What follows belongs to an exercise in optimizing a design on an open flow for small area, a short achievable clock period and few clock cycles; a production flow would make more cautious choices.
The RTL was checked by simulation tests, not by an equivalence proof against the original design.

run A:
Design sv_core, start of the top module:
module sv_core (
    input  wire        clk,
    input  wire        rst,
    input  wire        cmd_valid,
    output wire        cmd_ready,
    input  wire [1:0]  cmd_op,
    input  wire [31:0] cmd_x,
    input  wire [31:0] cmd_g,
    input  wire [31:0] cmd_k,
    output reg         rsp_valid,
    output wire [7:0]  rsp_status,
    output wire [31:0] rsp_lp,
    output wire [31:0] rsp_hp,
    output wire [31:0] rsp_bp
);
    localparam OP_PROCESS = 2'd0;
    localparam OP_RESET   = 2'd1;
    localparam OP_SETCOEF = 2'd2;
    localparam [31:0] ONE    = 32'h3F800000;    
    localparam [31:0] G_RST  = 32'h3F800000;    
    localparam [31:0] GK_RST = 32'h40400000;    
    localparam [31:0] D_RST  = 32'h3E800000;    
    localparam [7:0]  K_MIN_E = 8'h77;          
    reg  st_idle, st_r, st_s1, st_s2, st_s3, st_s4, st_s5, st_s6, st_s7;
    reg  st_c1, st_c2, st_c3, st_dv;
    reg  [3:0]  cnt;
    reg  [31:0] g, gk, d;
    reg  [31:0] s1, s2;
    reg  [31:0] xr, mr, ar;
    reg         st_inv, st_ill;
    wire dv_last;
    wire ready = st_idle | st_r | dv_last;
    assign cmd_ready  = ready;
    assign rsp_status = {5'd0, st_ill, 1'b0, st_inv};
    assign rsp_lp = s2;
    assign rsp_hp = xr;
    assign rsp_bp = ar;
    wire acc = cmd_valid & ready;
    wire [31:0] mul_y, add_y;
    reg  sm_rdy, sm_x, sm_ar;              
    reg  sa_x, sa_m, sa_ar;                
    reg  sb_m, sb_s2;                      
    reg  s_sub;
    wire [31:0] mul_a = ({32{sm_rdy}} & gk) | ({32{st_s3}} & d) | ({32{~(sm_rdy | st_s3)}} & g);
  ...
Settings: LEC_CHECK=0, ABC_AREA=1, CAP_MARGIN=20, CORE_MARGIN=2, CORE_UTILIZATION=40, GPL_TIMING_DRIVEN=0, PLACE_DENSITY=0.5, SLEW_MARGIN=20, TNS_END_PERCENT=5; clock period 24.0 ns.
standard.sh (not shown) runs the stock make flow with config.mk's settings and CLKGATE_MAP_FILE= SYNTH_SCRIPT=/design/flow/synth_recipe.tcl, a recipe that flattens the netlist after the stock synthesis.
==> flow/flow/run.sh <==
#!/bin/bash
# Layout: the standard flow (standard.sh: unchanged synthesis and steps),
# with ORFS's repair_timing asked to leave a setup slack margin of 13 ns,
# so that it sizes and buffers the critical paths for a short achieved
# period. The clock, its period and the constraints are the standard flow's.
set -euo pipefail
bash standard.sh SETUP_SLACK_MARGIN=13 finish > standard_finish.log 2>&1
Testbench counts of run A, summed over its fixed seeds: cycles 52,586.
Relative to run A, the following input files were edited for run B:
Settings: swapping 0.5 for 0.55 in PLACE_DENSITY; swapping 5 for 10 in TNS_END_PERCENT; clearing GPL_TIMING_DRIVEN, which used to be 0; swapping 40 for 42 in CORE_UTILIZATION.
==> flow/flow/run.sh <==
#!/bin/bash
# Layout: the standard flow (standard.sh: unchanged synthesis and steps),
# with ORFS's repair_timing asked to leave a setup slack margin of 13.5 ns,
# so that it sizes and buffers the critical paths for a short achieved
# period. The clock, its period and the constraints are the standard flow's.
set -euo pipefail
bash standard.sh SETUP_SLACK_MARGIN=13.5 finish > standard_finish.log 2>&1
Findings:
- Run A → run B: maximum frequency went up; maximum number of pins on one net before global-route repair grew by 33.
- Going from run A to run B, the die area was shrunk.
Changes in run C relative to run B:
Settings: TNS_END_PERCENT now 5, was 10; CORE_UTILIZATION now 38, was 42; PLACE_DENSITY now 0.45, was 0.55.
==> flow/flow/run.sh <==
#!/bin/bash
# Layout: the standard flow (standard.sh: unchanged synthesis and steps),
# with ORFS's repair_timing asked to leave a setup slack margin of 13 ns,
# so that it sizes and buffers the critical paths for a short achieved
# period. The clock, its period and the constraints are the standard flow's.
set -euo pipefail
bash standard.sh SETUP_SLACK_MARGIN=13 finish > standard_finish.log 2>&1
Notes after the runs:
As far as met3 track demand over resource is concerned, run C and run B perform about the same.
On worst hold slack across all endpoints, run B and run C are neck and neck.
Summary of run C over run B: summed area of non-filler cells in the final layout decreased by 1900 um^2 relative to the old numbers; non-clock buffer total of the final layout decreased by about 12% relative to the old numbers; number of remaining DRC errors closely matched the old numbers; sequential share of layout area increased by 0.32 points relative to the old numbers.
From run B to run C the numbers moved as follows: delay of the slowest cell on the worst path went up by 0.07 ns; tap cell instance count moved up; wire length on met1 rose by about 0.8%; cell count after placement now sits higher.
Looking at cell with the largest stage delay on the worst path, the sky130_fd_sc_hd__fa_2 result is from run C; the sky130_fd_sc_hd__edfxtp_1 one comes from run B.
diff inputs: run C => run D
Settings: an added GPL_ROUTABILITY_DRIVEN of 0; a change of CORE_UTILIZATION from 38 to 40; a change of PLACE_DENSITY from 0.45 to 0.5.
--- outcome ---
Run D closes out successfully: all stages finished, all timing, DRC and antenna checks passed. In run D, the count of buffers added by post-CTS timing repair for setup came out 8 below the value in run C. Between run C and run D, logic depth of the worst register-to-register path increased. Compared with run C, run D shows a higher cell depth of the worst setup path.
Here is what was changed in the inputs of run E compared with run D.
Settings: GPL_ROUTABILITY_DRIVEN removed (was 0).
==> comparison <==
Worst stage delay on the critical path (run E over run D): decrease, 0.21 ns
Worst setup timing slack at the placement stage on run E is ahead of run D.
Re number of clock buffers inserted by TritonCTS: no difference whatsoever between run E and run D.
As far as synthesized area goes, run E and run D are indistinguishable; the numbers are identical.
Re routed wire length: run E is 8.8 mm up on run D.
Summary of run E over run D: utilization increased by 0.47 points relative to the old numbers; total number of vias decreased by about 0.3% relative to the old numbers; highest clock rate increased by about 1.5% relative to the old numbers; global-route usage over all layers increased by 1.6 points relative to the old numbers; final critical-path required period decreased by 0.16 ns relative to the old numbers.
The count of max-cap constraint violations on run D is in line with that on run E.

==> port drivers added, routing unchanged <==
Ports are ideal in the flow. The routed layouts listed here were re-timed in OpenROAD. Step 1, drivers: a clkbuf_16 drives clk and a buf_2 each remaining input, both assumed. Step 2 adds t to the input delays and takes it off the output delays; t is the mean of the earliest and latest rising clock arrival at the registers after step 1. Input paths then give back, and output paths get back, about the clock's delay inside the block. a / b / c = ideal ports / drivers / drivers and shift; a / b = the first two.
run | t, ns | setup WS [ns] | worst setup path after step 2 | worst register clock-pin slew, ns | worst data-port slew with drivers (ns)
run A | 0.653 | 13.011 / 13.011 / 13.011 | register to register | 0.07 / 0.07 | 0.06
run B | 0.637 | 13.618 / 13.618 / 13.618 | register to register | 0.08 / 0.08 | 0.05
run C | 0.672 | 13.242 / 13.242 / 13.242 | register to register | 0.07 / 0.07 | 0.08
run D | 0.657 | 13.148 / 13.148 / 13.148 | register to register | 0.09 / 0.09 | 0.09
run E | 0.676 | 13.311 / 13.311 / 13.311 | register to register | 0.07 / 0.07 | 0.06
After both steps setup and hold are still met in every run listed.
